Background: an optimization exercise with open tools, aiming at small area, a short achievable clock period and few clock cycles per item. Do not read the settings as production practice.
Only simulation tests tie the RTL to the original design; equivalence was not proved.
Power and IR drop assume default switching activity.

run a:
## dtg_wpe
module dtg_wpe (
    input  wire        clk,
    input  wire        rst,           
    input  wire        start,
    input  wire        op,
    input  wire [31:0] freq_hz,
    input  wire [31:0] duty_raw,      
    input  wire [31:0] dt_raw,        
    input  wire [11:0] div16_in,
    input  wire [15:0] top_in,
    output wire        ready,
    output reg         done,
    output reg         err,
    output reg  [11:0] div16,
    output reg  [15:0] top,
    output wire [31:0] cc,
    output wire [15:0] eff_ticks,
    output wire [31:0] achieved_dt_ns,
    output wire [31:0] achieved_freq
);
Size in the first run: roughly 2300 cells after synthesis, roughly 280 flip-flops, ~270 I/O pins.
Settings: LEC_CHECK=0, CAP_MARGIN=20, CORE_MARGIN=2, CORE_UTILIZATION=40, PLACE_DENSITY=0.6, SETUP_SLACK_MARGIN=5, SLEW_MARGIN=20; clock period 10.0 ns.
run.sh (not shown) runs the stock make flow with config.mk's settings and CLKGATE_MAP_FILE= SYNTH_SCRIPT=/design/flow/synth_recipe.tcl, a recipe that flattens the netlist after the stock synthesis.
Per the final summary, run a finished and its layout is clean on timing, DRC and antenna.
Testbench counts of run a, summed over its fixed seeds: cycles 90,258, items 2,400.
For run b, these inputs were changed with respect to run a:
- SETUP_SLACK_MARGIN: 5 -> unset
==> comparison <==
Delta (run b minus run a): number of clock buffers in the layout moved up; overall routed net length moved down; hold slack level; post-route cell area moved down.
Across both runs, relative slew slack was lower for run b than for run a.
The final reports for run b and run a show critical path depth lower in the former.
Of the two candidates, run a has the worse total power and run b the better one.
The post-placement setup slack of run b was inferior to that of run a.
Run b: number of nets in the layout is 58 lower than what run a reported.
Side by side, time the final worst path needs with I/O delays and setup turned out higher in run b than in run a.
Looking at global-route wire length before repair across both flows, run b is the stronger of the two, with run a trailing.

========
Setup of cedar:
dtg_wpe, a different RTL version from the one above (not shown whole).
Size: about 3200 cells after synthesis, roughly 320 flip-flops, roughly 270 I/O pins, about 27000 µm² of cells after synthesis.
export LEC_CHECK = 0
export CAP_MARGIN = 20
export CORE_MARGIN = 2
export CORE_UTILIZATION = 40
export PLACE_DENSITY = 0.6
export SLEW_MARGIN = 20
create_clock -name core_clock -period 10.0 [get_ports {clk}]
standard.sh (not shown) runs the stock make flow with config.mk's settings and CLKGATE_MAP_FILE= SYNTH_SCRIPT=/design/flow/synth_recipe.tcl, a recipe that flattens the netlist after the stock synthesis.
==> flow/flow/run.sh <==
#!/bin/bash
set -euo pipefail
cd "$(dirname "$0")/.."
export SETUP_SLACK_MARGIN=5.5
export BUFFER_PORTS_ARGS="-buffer_cell sky130_fd_sc_hd__buf_1"
bash standard.sh > standard.log 2>&1
Testbench counts of cedar, summed over its fixed seeds: cycles 52,640, items 2,400.
Input changes introduced in harbor (baseline for comparison: cedar):
Settings: CTS_BUF_LIST now sky130_fd_sc_hd__clkbuf_8, previously not set.
==> flow/flow/run.sh <==
#!/bin/bash
set -euo pipefail
cd "$(dirname "$0")/.."
export SETUP_SLACK_MARGIN=6.5
export BUFFER_PORTS_ARGS="-buffer_cell sky130_fd_sc_hd__buf_1"
bash standard.sh > standard.log 2>&1
Notes after the runs:
- | pin slew with the least headroom to its limit | harbor vs cedar | 0.14 ns lower |
- harbor vs cedar on worst reg-to-reg path cell count: harbor is the lower one.
- Between harbor and cedar, the count of non-CTS inverters in the layout is lower for cedar.
- harbor vs. cedar: relative contribution of the clock network to total power down 5.3 points, final instance count without filler cells grew by 7.4%.
- For cedar, the master of the slowest instance on the critical path was xor2_1, unlike harbor, where it was edfxtp_1.
Inputs modified between harbor and sierra:
Settings: CTS_BUF_LIST no longer set, was sky130_fd_sc_hd__clkbuf_8; SETUP_SLACK_MARGIN now 5, previously not set.
==> flow/flow/run.sh <==
#!/bin/bash
set -euo pipefail
cd "$(dirname "$0")/.."
export BUFFER_PORTS_ARGS="-buffer_cell sky130_fd_sc_hd__buf_1"
bash standard.sh > standard.log 2>&1
==> notes.md <==
Looking at final period demand of the worst path across both flows, sierra is the weaker of the two, with harbor ahead. Delta (sierra minus harbor): slew of the pin with the lowest slew margin increased 0.16 ns; fraction of area in non-clock buffers decreased 8.6 points; highest achievable clock rate decreased about 7.5%. Going from harbor to sierra, net load switching power dropped 20%; power in sequential cells barely changed; wire length after detailed routing dropped 15 mm. Changes observed in sierra relative to harbor: setup slack moved down; hold slack has increased.

========
dtg_wpe, a different RTL version from the one above (not shown whole).
For scale: roughly 2600 cells after synthesis, roughly 22000 um2 of cells after synthesis.
==> flow/config.mk <==
export PLATFORM = sky130hd
export DESIGN_NAME = dtg_wpe
export DESIGN_NICKNAME = dtg_wpe
export VERILOG_FILES = /design/flow/design.v
export SDC_FILE = /design/flow/constraint.sdc
export NUM_CORES = 4
export LEC_CHECK = 0
export CAP_MARGIN = 20
export CORE_MARGIN = 2
export CORE_UTILIZATION = 40
export PLACE_DENSITY = 0.6
export SETUP_SLACK_MARGIN = 5
export SLEW_MARGIN = 20
==> flow/constraint.sdc <==
create_clock -name core_clock -period 10.0 [get_ports {clk}]
set_input_delay 2.0000 -clock core_clock [delete_from_list [all_inputs] [get_ports {clk}]]
set_output_delay 2.0000 -clock core_clock [all_outputs]
set_load 0.01 [all_outputs]
run.sh (not shown) runs the stock make flow with config.mk's settings and CLKGATE_MAP_FILE= SYNTH_SCRIPT=/design/flow/synth_recipe.tcl, a recipe that flattens the netlist after the stock synthesis.
Stock flow here: none of the scripts above is used.
Testbench counts at the start, summed over its fixed seeds: cycles 86,784, items 2,400.
Edit:
--- a/flow/config.mk
+++ b/flow/config.mk
@@ -10,4 +10,3 @@
 export CORE_UTILIZATION = 40
 export PLACE_DENSITY = 0.6
-export SETUP_SLACK_MARGIN = 5
 export SLEW_MARGIN = 20
The new run passed the timing, DRC and antenna checks.
Cell area hardly moves.
Combinational power hardly moves.
Via count hardly moves.
Non-clock buffer count stays the same.
Worst setup slack is worse by 670 ps.

========
== zinc ==
Another version of the RTL of dtg_wpe (not shown whole).
Size: about 3,500 cells after synthesis, ~320 flip-flops, ~270 I/O pins.
==> flow/config.mk <==
export PLATFORM = sky130hd
export DESIGN_NAME = dtg_wpe
export DESIGN_NICKNAME = dtg_wpe
export VERILOG_FILES = /design/flow/design.v
export SDC_FILE = /design/flow/constraint.sdc
export NUM_CORES = 4
export LEC_CHECK = 0
export ABC_AREA = 1
export CAP_MARGIN = 20
export CORE_MARGIN = 2
export CORE_UTILIZATION = 40
export PLACE_DENSITY = 0.6
export SLEW_MARGIN = 20
==> flow/constraint.sdc <==
create_clock -name core_clock -period 10.0 [get_ports {clk}]
set_input_delay 2.0000 -clock core_clock [delete_from_list [all_inputs] [get_ports {clk}]]
set_output_delay 2.0000 -clock core_clock [all_outputs]
set_load 0.01 [all_outputs]
standard.sh (not shown) runs the stock make flow with config.mk's settings and CLKGATE_MAP_FILE= SYNTH_SCRIPT=/design/flow/synth_recipe.tcl, a recipe that flattens the netlist after the stock synthesis.
==> flow/flow/run.sh <==
#!/bin/bash
set -euo pipefail
cd "$(dirname "$0")/.."
export SETUP_SLACK_MARGIN=5.5
export BUFFER_PORTS_ARGS="-buffer_cell sky130_fd_sc_hd__buf_1"
bash standard.sh > standard.log 2>&1
Testbench counts of zinc, summed over its fixed seeds: cycles 51,944, items 2,400.
Input-level comparison between amber and zinc:
Settings: swapping 0.6 for 0.7 in PLACE_DENSITY; clearing ABC_AREA, which used to be 1; swapping 40 for 55 in CORE_UTILIZATION.
## What came out
Compared amber vs zinc, and ratio of total power to cell area is up in amber.
Status: sequential share of layout area parity (zinc, amber)
[compare] base=zinc new=amber: all-layer global routing usage grew by 12 points; largest driver fanout on the critical path held steady.
Changes in maple relative to amber:
Settings: CORE_UTILIZATION: 55 -> 40; PLACE_DENSITY: 0.7 -> 0.6.
==> comparison <==
Every stage of the flow completed for maple, and the final layout passed the timing, DRC and antenna checks.
Power density normalized to cell area (maple over amber): decrease, 0.69%
Delta (maple minus amber): total power now larger, number of buffers inserted by post-CTS setup repair now smaller, length in cells of the worst reg-to-reg path now smaller.
maple vs amber, clock buffer count went up by 1.
The destination of the critical timing path comes out achieved_freq[19] in one run and adt[15]$_DFFE_PP_ in the other, namely in amber and maple respectively.
The area used by multi-input combinational logic in maple sits 0.72% below the value recorded for amber.

what the ideal ports hide:
The results above use ideal ports. As a check the final layouts listed here were re-extracted and re-timed, cells and wires unchanged.
Step 1 sets driving cells, clkbuf_16 on the clock port and buf_2 on the other inputs (assumed; they add their load-dependent delay and slew).
Step 2 moves the port delays by t, midway between the first and last clock arrival at a register: inputs arrive t later, outputs are due t later. That takes back most of the time a late clock gives input paths.
a / b / c = ideal ports / drivers / drivers and shift; a / b = the first two.
run | t, ns | slack for setup (ns) | cell pins on the clock port's net
run a | 0.612 | 4.642 / 4.642 / 4.469 | 1
run b | 0.619 | 2.535 / 2.535 / 2.535 | 1
cedar | 0.635 | 5.503 / 5.436 / 5.361 | 1
harbor | 0.775 | 5.499 / 5.433 / 5.675 | 1
sierra | 0.635 | 5.135 / 5.068 / 5.225 | 1
the first run of note 3 | 0.626 | 5.277 / 5.277 / 5.277 | 1
the second run of note 3 | 0.625 | 4.609 / 4.609 / 4.609 | 1
zinc | 0.643 | 5.063 / 4.996 / 5.273 | 1
amber | 0.637 | 5.453 / 5.392 / 5.023 | 1
maple | 0.655 | 5.506 / 5.477 / 5.081 | 1
After both steps every run listed still meets setup and hold. For amber, which loses most, drivers alone change the setup slack by -0.061 ns; drivers and shift together by -0.430 ns.
